Context: an optimization exercise on an open-source flow, tuned for small area. The choices shown serve that exercise and are no tape-out recipe.
The RTL was checked by simulation tests, not by an equivalence proof against the original design.

==> flow/design.v (excerpt) <==
module avc (
    input  wire        clk,
    input  wire        rst,
    input  wire        rx,
    output wire        tx,
    output wire        en,
    input  wire [9:0]  haddr,
    input  wire [15:0] hwdata,
    input  wire        hwe,
    output reg  [15:0] hrdata
);
    reg        en_r;
    reg [11:0] local_addr;
    reg [15:0] arg;
    reg [15:0] res;
    reg        busy, done_r, ok_r, rxm_valid;
    reg [3:0]  err;
    reg [1:0]  cause;
    reg        rxm_bcast;
    reg [11:0] rxm_master, rxm_slave;
    reg [3:0]  rxm_control;
    reg [5:0]  rxm_len;
    reg [255:0] rxd;
    reg        txm_bcast;
    reg [11:0] txm_master, txm_slave;
    reg [3:0]  txm_control;
    reg [8:0]  txm_len;
    reg [255:0] txd;
    reg [3:0]  op;
    reg        b_r;
    reg [2:0]  fid;
    reg        ack;       
    reg        aph;       
    reg        fph;       
    reg        par;
    reg [3:0]  ix;        
    reg [5:0]  bidx;      
    reg [4:0]  t;         
    reg [15:0] acc;
    assign en = en_r;
    wire [4:0]  t1   = t + 5'd1;
    wire [31:0] psel = 32'd1 << (haddr[4:0] - t);    
    wire msg = op[3] & op[2] & ~op[1];                  
  ...
Size: ~700 flip-flops, ~48 I/O pins.
clock: 10.0 ns
lec_check: 0
cap_margin: 20
core_margin: 2
core_utilization: 65
cts_buf_list: sky130_fd_sc_hd__clkbuf_8
cts_cluster_diameter: 60
cts_cluster_size: 15
place_density: 0.75
slew_margin: 20
standard.sh (not shown) runs the stock make flow with config.mk's settings and CLKGATE_MAP_FILE= SYNTH_SCRIPT=/design/flow/synth_recipe.tcl, a recipe that flattens the netlist after the stock synthesis.
==> flow/flow/run.sh <==
#!/bin/bash
# Standard layout, with two changes: port buffers use buf_2 instead of the
# default pick, and clock tree synthesis uses small clock buffers in small
# clusters without dummy loads.
set -euo pipefail
export BUFFER_PORTS_ARGS="-buffer_cell sky130_fd_sc_hd__buf_2"
export CTS_ARGS="-sink_clustering_enable -repair_clock_nets -buf_list sky130_fd_sc_hd__clkbuf_4 -sink_clustering_size 8 -sink_clustering_max_diameter 40 -dont_use_dummy_load"
bash standard.sh > standard.log 2>&1
The first run passed the timing, DRC and antenna checks.
Edit:
==> flow/run.sh (new file) <==
#!/bin/bash
# synth_recipe.tcl (not shown) runs the flow's synth.tcl, then flattens the netlist and writes it again
# the make line also repeats each setting of config.mk as NAME=value (left out here)
make -C /OpenROAD-flow-scripts/flow DESIGN_CONFIG=/design/flow/config.mk WORK_HOME=/design/flow/orfs CLKGATE_MAP_FILE= SYNTH_SCRIPT=/design/flow/synth_recipe.tcl finish
removed: flow/flow/run.sh
removed: flow/standard.sh
Effect: Non-clock buffer count goes up by 12; synthesized area stays the same; worst setup slack is worse by 170 ps; sequential share of layout area fell by 0.85 points; core utilization went up by 1.2 points.
Edit:
==> flow/flow/run.sh (new file) <==
#!/bin/bash
# Standard layout, with two changes: port buffers use buf_1 instead of the
# default pick, and clock tree synthesis uses small clock buffers in small
# clusters without dummy loads.
set -euo pipefail
export BUFFER_PORTS_ARGS="-buffer_cell sky130_fd_sc_hd__buf_1"
export CTS_ARGS="-sink_clustering_enable -repair_clock_nets -buf_list sky130_fd_sc_hd__clkbuf_4 -sink_clustering_size 9 -sink_clustering_max_diameter 45 -dont_use_dummy_load"
bash standard.sh > standard.log 2>&1
==> flow/standard.sh (new file) <==
#!/bin/bash
# synth_recipe.tcl (not shown) runs the flow's synth.tcl, then flattens the netlist and writes it again
# the make line also repeats each setting of config.mk as NAME=value (left out here)
make -C /OpenROAD-flow-scripts/flow DESIGN_CONFIG=/design/flow/config.mk WORK_HOME=/design/flow/orfs CLKGATE_MAP_FILE= SYNTH_SCRIPT=/design/flow/synth_recipe.tcl "${@:-finish}"
- ABC_AREA: unset -> 1
removed: flow/run.sh
What happened:
- hold slack loses 9.2 ps
- area after synthesis fell by 2.9%
- non-clock buffer count fell by 62
- utilization fell by 2.5 points
- wire length fell by 9.4%
- setup slack gains 790 ps
- die area fell by 2.8%
Edit:
--- a/flow/flow/run.sh
+++ b/flow/flow/run.sh
@@ -2 +2 @@
-# Standard layout, with two changes: port buffers use buf_1 instead of the
+# Standard layout, with two changes: port buffers use buf_2 instead of the
@@ -6 +6 @@
-export BUFFER_PORTS_ARGS="-buffer_cell sky130_fd_sc_hd__buf_1"
+export BUFFER_PORTS_ARGS="-buffer_cell sky130_fd_sc_hd__buf_2"
=> Clock skew came out higher by 40 ps. Global-route usage came out lower by 0.52 points. Core utilization came out higher by 0.17 points.

==> static timing again, ports no longer ideal <==
Ports are ideal in the flow. The routed layouts listed here were re-timed in OpenROAD. Step 1, drivers: a clkbuf_16 drives clk and a buf_2 each remaining input, both assumed. Step 2, shift: input delay + t, output delay - t, t = (earliest + latest rising clock arrival at the registers) / 2. This alone moves slack from input paths to output paths. a / b / c = no drivers / after step 1 / after step 2; a / b = the first two.
| run | shift t [ns] | setup slack, ns | hold slack, ns |
|---|---|---|---|
| the first run | 0.923 | 0.970 / 0.937 / 0.937 | 0.333 / 0.333 / 0.333 |
| the second run | 0.779 | 0.801 / 0.748 / 0.748 | 0.325 / 0.325 / 0.325 |
| the third run | 0.890 | 1.595 / 1.522 / 1.522 | 0.316 / 0.316 / 0.316 |
| the fourth run | 0.907 | 1.770 / 1.657 / 1.657 | 0.285 / 0.285 / 0.285 |
After both steps every run listed still meets setup and hold. For the fourth run, which loses most, drivers alone change the setup slack by -0.113 ns; drivers and shift together by -0.113 ns.
